What follows belongs to an exercise in optimizing a design on an open flow for small area; a production flow would make more cautious choices.
The RTL was checked by simulation tests, not by an equivalence proof against the original design.
Power and IR drop assume default switching activity. No driver is modelled on the clock port, so clocking that relies on it looks cheaper here than on a real chip.

## run A
## ledscan
module ledscan (
    input  wire        clk,
    input  wire        rst,
    input  wire        cmd_start,
    input  wire [7:0]  cfg_tiles_x,
    input  wire [7:0]  cfg_tiles_y,
    input  wire        hw_grant,
    input  wire        stop_req,
    input  wire        rx_valid,
    input  wire [7:0]  rx_data,
    input  wire        rx_eof,
    output wire        rx_ready,
    output reg  [4:0]  row_addr,
    output wire [31:0] col_reg,
    output reg         col_stb,
    output reg         lat,
    output reg         oe,
    output reg         pass_done,
    output reg         pub_stb,
    output wire [1:0]  mode,
    output wire        exit_valid,
    output wire [7:0]  exit_code,
    output wire        owned
);
For scale: ~3300 cells after synthesis, ~55000 sq um of cells after synthesis.
clock: 10.0 ns
lec_check: 0
cap_margin: 20
core_margin: 2
core_utilization: 30
slew_margin: 20
run.sh (not shown) runs the stock make flow with config.mk's settings and CLKGATE_MAP_FILE= SYNTH_SCRIPT=/design/flow/synth_recipe.tcl, a recipe that flattens the netlist after the stock synthesis.
Run A finished all stages; the layout is clean.
diff inputs: run A => run B
- CTS_CLUSTER_DIAMETER now 100, previously not set
- CTS_CLUSTER_SIZE now 30, previously not set
==> comparison <==
Run B | status: complete | timing, DRC, antenna: pass. Global routing usage summed across all routing layers: run B vs run A down 0.40 points. There was hardly any difference in maximum single-stage delay on the critical path between run B and run A. Comparing run A and run B, wire length of the first global-routing pass is lower on run B.
Setup changes, run B to run C
- putting CTS_ARGS at -sink_clustering_enable -repair_clock_nets -dont_use_dummy_load -sink_clustering_size 36 -sink_clustering_max_diameter 60 where nothing was set
- clearing CTS_CLUSTER_SIZE, which used to be 30
- clearing CTS_CLUSTER_DIAMETER, which used to be 100
- putting BUFFER_PORTS_ARGS at -buffer_cell sky130_fd_sc_hd__buf_1 where nothing was set
==> flow/flow/run.sh (new file) <==
#!/bin/bash
# Standard layout, with clock tree synthesis told to make larger sink
# clusters and to add no dummy loads. Ports get the smallest buffer.
set -euo pipefail
cat >> config.mk <<'EOT'
export CTS_ARGS = -sink_clustering_enable -repair_clock_nets -dont_use_dummy_load -sink_clustering_size 36 -sink_clustering_max_diameter 60
export BUFFER_PORTS_ARGS = -buffer_cell sky130_fd_sc_hd__buf_1
EOT
bash standard.sh > standard.log 2>&1
==> flow/standard.sh (new file) <==
#!/bin/bash
# synth_recipe.tcl (not shown) runs the flow's synth.tcl, then flattens the netlist and writes it again
# the make line also repeats each setting of config.mk as NAME=value (left out here)
make -C /OpenROAD-flow-scripts/flow DESIGN_CONFIG=/design/flow/config.mk WORK_HOME=/design/flow/orfs CLKGATE_MAP_FILE= SYNTH_SCRIPT=/design/flow/synth_recipe.tcl "${@:-finish}"
removed: flow/run.sh
[summary]
Synthesized cell count: run B vs run C identical. Relative to run B, run C degrades total power. The power share of the combinational group of run C and that of run B are within noise of each other. Diff run B -> run C: clock network fraction of total power grew by 0.8 points, total wire length went up.
Input-level comparison between run D and run C:
- clearing BUFFER_PORTS_ARGS, which used to be -buffer_cell sky130_fd_sc_hd__buf_1
- swapping 30 for 60 in CORE_UTILIZATION
- putting CTS_BUF_LIST at sky130_fd_sc_hd__clkbuf_4 sky130_fd_sc_hd__clkbuf_8 where nothing was set
- clearing CTS_ARGS, which used to be -sink_clustering_enable -repair_clock_nets -dont_use_dummy_load -sink_clustering_size 36 -sink_clustering_max_diameter 60
==> flow/run.sh (new file) <==
#!/bin/bash
# synth_recipe.tcl (not shown) runs the flow's synth.tcl, then flattens the netlist and writes it again
# the make line also repeats each setting of config.mk as NAME=value (left out here)
make -C /OpenROAD-flow-scripts/flow DESIGN_CONFIG=/design/flow/config.mk WORK_HOME=/design/flow/orfs CLKGATE_MAP_FILE= SYNTH_SCRIPT=/design/flow/synth_recipe.tcl finish
removed: flow/flow/run.sh
removed: flow/standard.sh
==> run notes <==
In the metrics for run C and run D, the one carrying the lower total number of H-tree levels is run C. [run D] net count of the finished layout rose 231 relative to run C. Run D vs run C: part of the power in the clock network up. Compared with run C, in run D internal portion of total power climbed 0.0024 W, clock network area share climbed 6.6 points, met3 demand-to-capacity share in global routing climbed 2.0 points. Run D: clock buffer count in the final layout higher than run C. Compared with run C, in run D area growth from synthesis to layout +5.9 points, proportion of power drawn by flip-flops and latches dropped 13 points, setup slack rose by 280 ps, utilization of the core after routing moved up.


ledscan, a different RTL version from the one above (not shown whole).
For scale: roughly 3200 cells after synthesis, about 2200 flip-flops, ~86 I/O pins.
Design ledscan, start of the top module:
module ledscan (
    input  wire        clk,
    input  wire        rst,
    input  wire        cmd_start,
    input  wire [7:0]  cfg_tiles_x,
    input  wire [7:0]  cfg_tiles_y,
    input  wire        hw_grant,
    input  wire        stop_req,
    input  wire        rx_valid,
    input  wire [7:0]  rx_data,
    input  wire        rx_eof,
    output wire        rx_ready,
    output reg  [4:0]  row_addr,
    output wire [31:0] col_reg,
    output reg         col_stb,
    output reg         lat,
    output reg         oe,
    output reg         pass_done,
    output reg         pub_stb,
    output wire [1:0]  mode,
    output wire        exit_valid,
    output wire [7:0]  exit_code,
    output wire        owned
);
    localparam [2:0] P_SELECT  = 3'd0,
                     P_SHIFT   = 3'd1,
                     P_LATCH   = 3'd2,
                     P_PWM     = 3'd3,    
                     P_ADVANCE = 3'd5,
                     P_RELEASE = 3'd6;
    reg        run, halt;              
    reg  [1:0] ecode;
    reg        two_wide, two_high;
    reg        rx_open;
    reg        ever;
    reg        stop_flag;
    reg        eof_seen;
    reg        got_brt;                
    reg  [8*129-1:0] ring0, ring1;     
    reg  [7:0] zpos;                   
    reg        skip_due;               
    reg        skipping;               
    reg  [7:0] fifo [0:7];             
    reg  [3:0] cnt;                    
    reg  [6:0] haddr;                  
    reg        hbank;                  
    reg  [7:0] brt0, brt1;
    reg        front;
    reg  [2:0] phase;
    reg  [6:0] rptr;                   
    reg        rbank;                  
    reg        rvalid;                 
    reg  [7:0] brt;
    reg  [7:0] pwmcnt;
    reg  [7:0] col;
    assign rx_ready   = rx_open;
    assign mode       = {halt, run};
    assign owned      = run;
    assign exit_valid = halt;
    assign exit_code  = {6'd0, ecode};
    assign col_reg    = {1'b0, col[7], 2'b0, col[6], 4'b0, col[5], 4'b0, col[4],
                         4'b0, col[3], 2'b0, col[2], 2'b0, col[1], 2'b0, col[0], 3'b0};
    wire cfg_ok = (cfg_tiles_x != 8'd0) && (cfg_tiles_y != 8'd0) &&
                  ((cfg_tiles_x == 8'd1 && cfg_tiles_y <= 8'd2) ||
                   (cfg_tiles_x == 8'd2 && cfg_tiles_y == 8'd1));
    wire big = two_wide | two_high;    
  ...
clock: 10.0 ns
lec_check: 0
cap_margin: 20
core_margin: 2
core_utilization: 55
slew_margin: 20
cts_args: -sink_clustering_enable -repair_clock_nets -dont_use_dummy_load -sink_clustering_size 30 -sink_clustering_max_diameter 100
buffer_ports_args: -buffer_cell sky130_fd_sc_hd__buf_1
standard.sh (not shown) runs the stock make flow with config.mk's settings and CLKGATE_MAP_FILE= SYNTH_SCRIPT=/design/flow/synth_recipe.tcl, a recipe that flattens the netlist after the stock synthesis.
==> flow/flow/run.sh <==
#!/bin/bash
# The standard layout (standard.sh, unchanged synthesis) with two changes:
# clock tree synthesis makes sink clusters of up to 30 flip-flops within
# 100 um and adds no dummy loads, and the port buffers use the smallest
# buffer cell. The make output goes to standard.log; ORFS keeps each tool's
# log under orfs/logs.
set -euo pipefail
cat >> config.mk <<'EOT'
export CTS_ARGS = -sink_clustering_enable -repair_clock_nets -dont_use_dummy_load -sink_clustering_size 30 -sink_clustering_max_diameter 100
export BUFFER_PORTS_ARGS = -buffer_cell sky130_fd_sc_hd__buf_1
EOT
bash standard.sh > standard.log 2>&1
The first run produced a clean layout.
Rerun with:
CORE_UTILIZATION = 30   (was 55)
What happened: Global-route usage decreases by 8.0 points. Final area increases by 2.4%. Critical path depth is unchanged. Setup slack gains 0.17 ns. Die area increases by 82%. Clock power is about the same.
Rerun with:
==> flow/run.sh (new file) <==
#!/bin/bash
# synth_recipe.tcl (not shown) runs the flow's synth.tcl, then flattens the netlist and writes it again
# the make line also repeats each setting of config.mk as NAME=value (left out here)
make -C /OpenROAD-flow-scripts/flow DESIGN_CONFIG=/design/flow/config.mk WORK_HOME=/design/flow/orfs CLKGATE_MAP_FILE= SYNTH_SCRIPT=/design/flow/synth_recipe.tcl finish
BUFFER_PORTS_ARGS = default   (was -buffer_cell sky130_fd_sc_hd__buf_1)
CTS_ARGS = default   (was -sink_clustering_enable -repair_clock_nets -dont_use_dummy_load -sink_clustering_size 30 -sink_clustering_max_diameter 100)
CTS_CLUSTER_DIAMETER = 100   (was default)
CTS_CLUSTER_SIZE = 30   (was default)
removed: flow/flow/run.sh
removed: flow/standard.sh
Sequential share of layout area fell by 0.72 points; wire length is higher by 0.91%; clock-buffer cell count went up by 9; clock skew goes down by 0.020 ns; core utilization grows by 0.32 points; first-iteration DRC count grows by 7.1%.
Rerun with:
==> flow/flow/run.sh (new file) <==
#!/bin/bash
# The standard layout (standard.sh, unchanged synthesis) with two changes:
# clock tree synthesis makes sink clusters of up to 34 flip-flops within
# 100 um and adds no dummy loads, and the port buffers use the smallest
# buffer cell. The make output goes to standard.log; ORFS keeps each tool's
# log under orfs/logs.
set -euo pipefail
cat >> config.mk <<'EOT'
export CTS_ARGS = -sink_clustering_enable -repair_clock_nets -dont_use_dummy_load -sink_clustering_size 34 -sink_clustering_max_diameter 100
export BUFFER_PORTS_ARGS = -buffer_cell sky130_fd_sc_hd__buf_1
EOT
bash standard.sh > standard.log 2>&1
==> flow/standard.sh (new file) <==
#!/bin/bash
# synth_recipe.tcl (not shown) runs the flow's synth.tcl, then flattens the netlist and writes it again
# the make line also repeats each setting of config.mk as NAME=value (left out here)
make -C /OpenROAD-flow-scripts/flow DESIGN_CONFIG=/design/flow/config.mk WORK_HOME=/design/flow/orfs CLKGATE_MAP_FILE= SYNTH_SCRIPT=/design/flow/synth_recipe.tcl "${@:-finish}"
BUFFER_PORTS_ARGS = -buffer_cell sky130_fd_sc_hd__buf_1   (was default)
CORE_UTILIZATION = 55   (was 30)
CTS_ARGS = -sink_clustering_enable -repair_clock_nets -dont_use_dummy_load -sink_clustering_size 34 -sink_clustering_max_diameter 100   (was default)
CTS_CLUSTER_DIAMETER = default   (was 100)
CTS_CLUSTER_SIZE = default   (was 30)
removed: flow/run.sh
Effect: Area after synthesis does not change. Setup slack loses 0.27 ns. Cell area shrinks by 3.6%. Non-clock buffer count shrinks by 1. Clock power shrinks by 9.0%. Fmax shrinks by 3.8%. Global-route usage grows by 7.9 points. Via count shrinks by 0.31%. Register-to-register slack loses 0.27 ns.

==> afterwards: timing with drivers on the ports <==
How much do the figures lean on ideal ports? The routed layouts below were timed once more, with nothing changed but the port constraints. Step 1 sets driving cells, clkbuf_16 on the clock port and buf_2 on the other inputs (assumed; they add their load-dependent delay and slew). Step 2 also shifts input and output timing later by t, the mid clock arrival at the registers, as if the neighbouring blocks saw the same clock. Slacks: ideal / step 1 / step 2; pairs: ideal / step 1.
run | shift t [ns] | slack for setup (ns) | hold slack, ns | latest minus earliest clock arrival (ns)
run A | 0.861 | 3.110 / 3.110 / 3.110 | 0.289 / 0.289 / 0.289 | 0.052 / 0.052
run B | 0.784 | 3.093 / 3.093 / 3.093 | 0.313 / 0.313 / 0.313 | 0.061 / 0.061
run C | 0.779 | 2.840 / 2.840 / 2.840 | 0.241 / 0.241 / 0.241 | 0.122 / 0.122
run D | 0.960 | 3.122 / 3.122 / 3.122 | 0.277 / 0.277 / 0.277 | 0.082 / 0.082
the first run of note 2 | 0.725 | 2.973 / 2.973 / 2.973 | 0.295 / 0.295 / 0.295 | 0.060 / 0.060
the second run of note 2 | 0.742 | 3.146 / 3.146 / 3.146 | 0.278 / 0.278 / 0.278 | 0.073 / 0.073
the third run of note 2 | 0.770 | 3.178 / 3.178 / 3.178 | 0.318 / 0.318 / 0.318 | 0.051 / 0.051
the fourth run of note 2 | 0.715 | 2.907 / 2.907 / 2.907 | 0.273 / 0.273 / 0.273 | 0.088 / 0.088
After both steps every run listed still meets setup and hold.
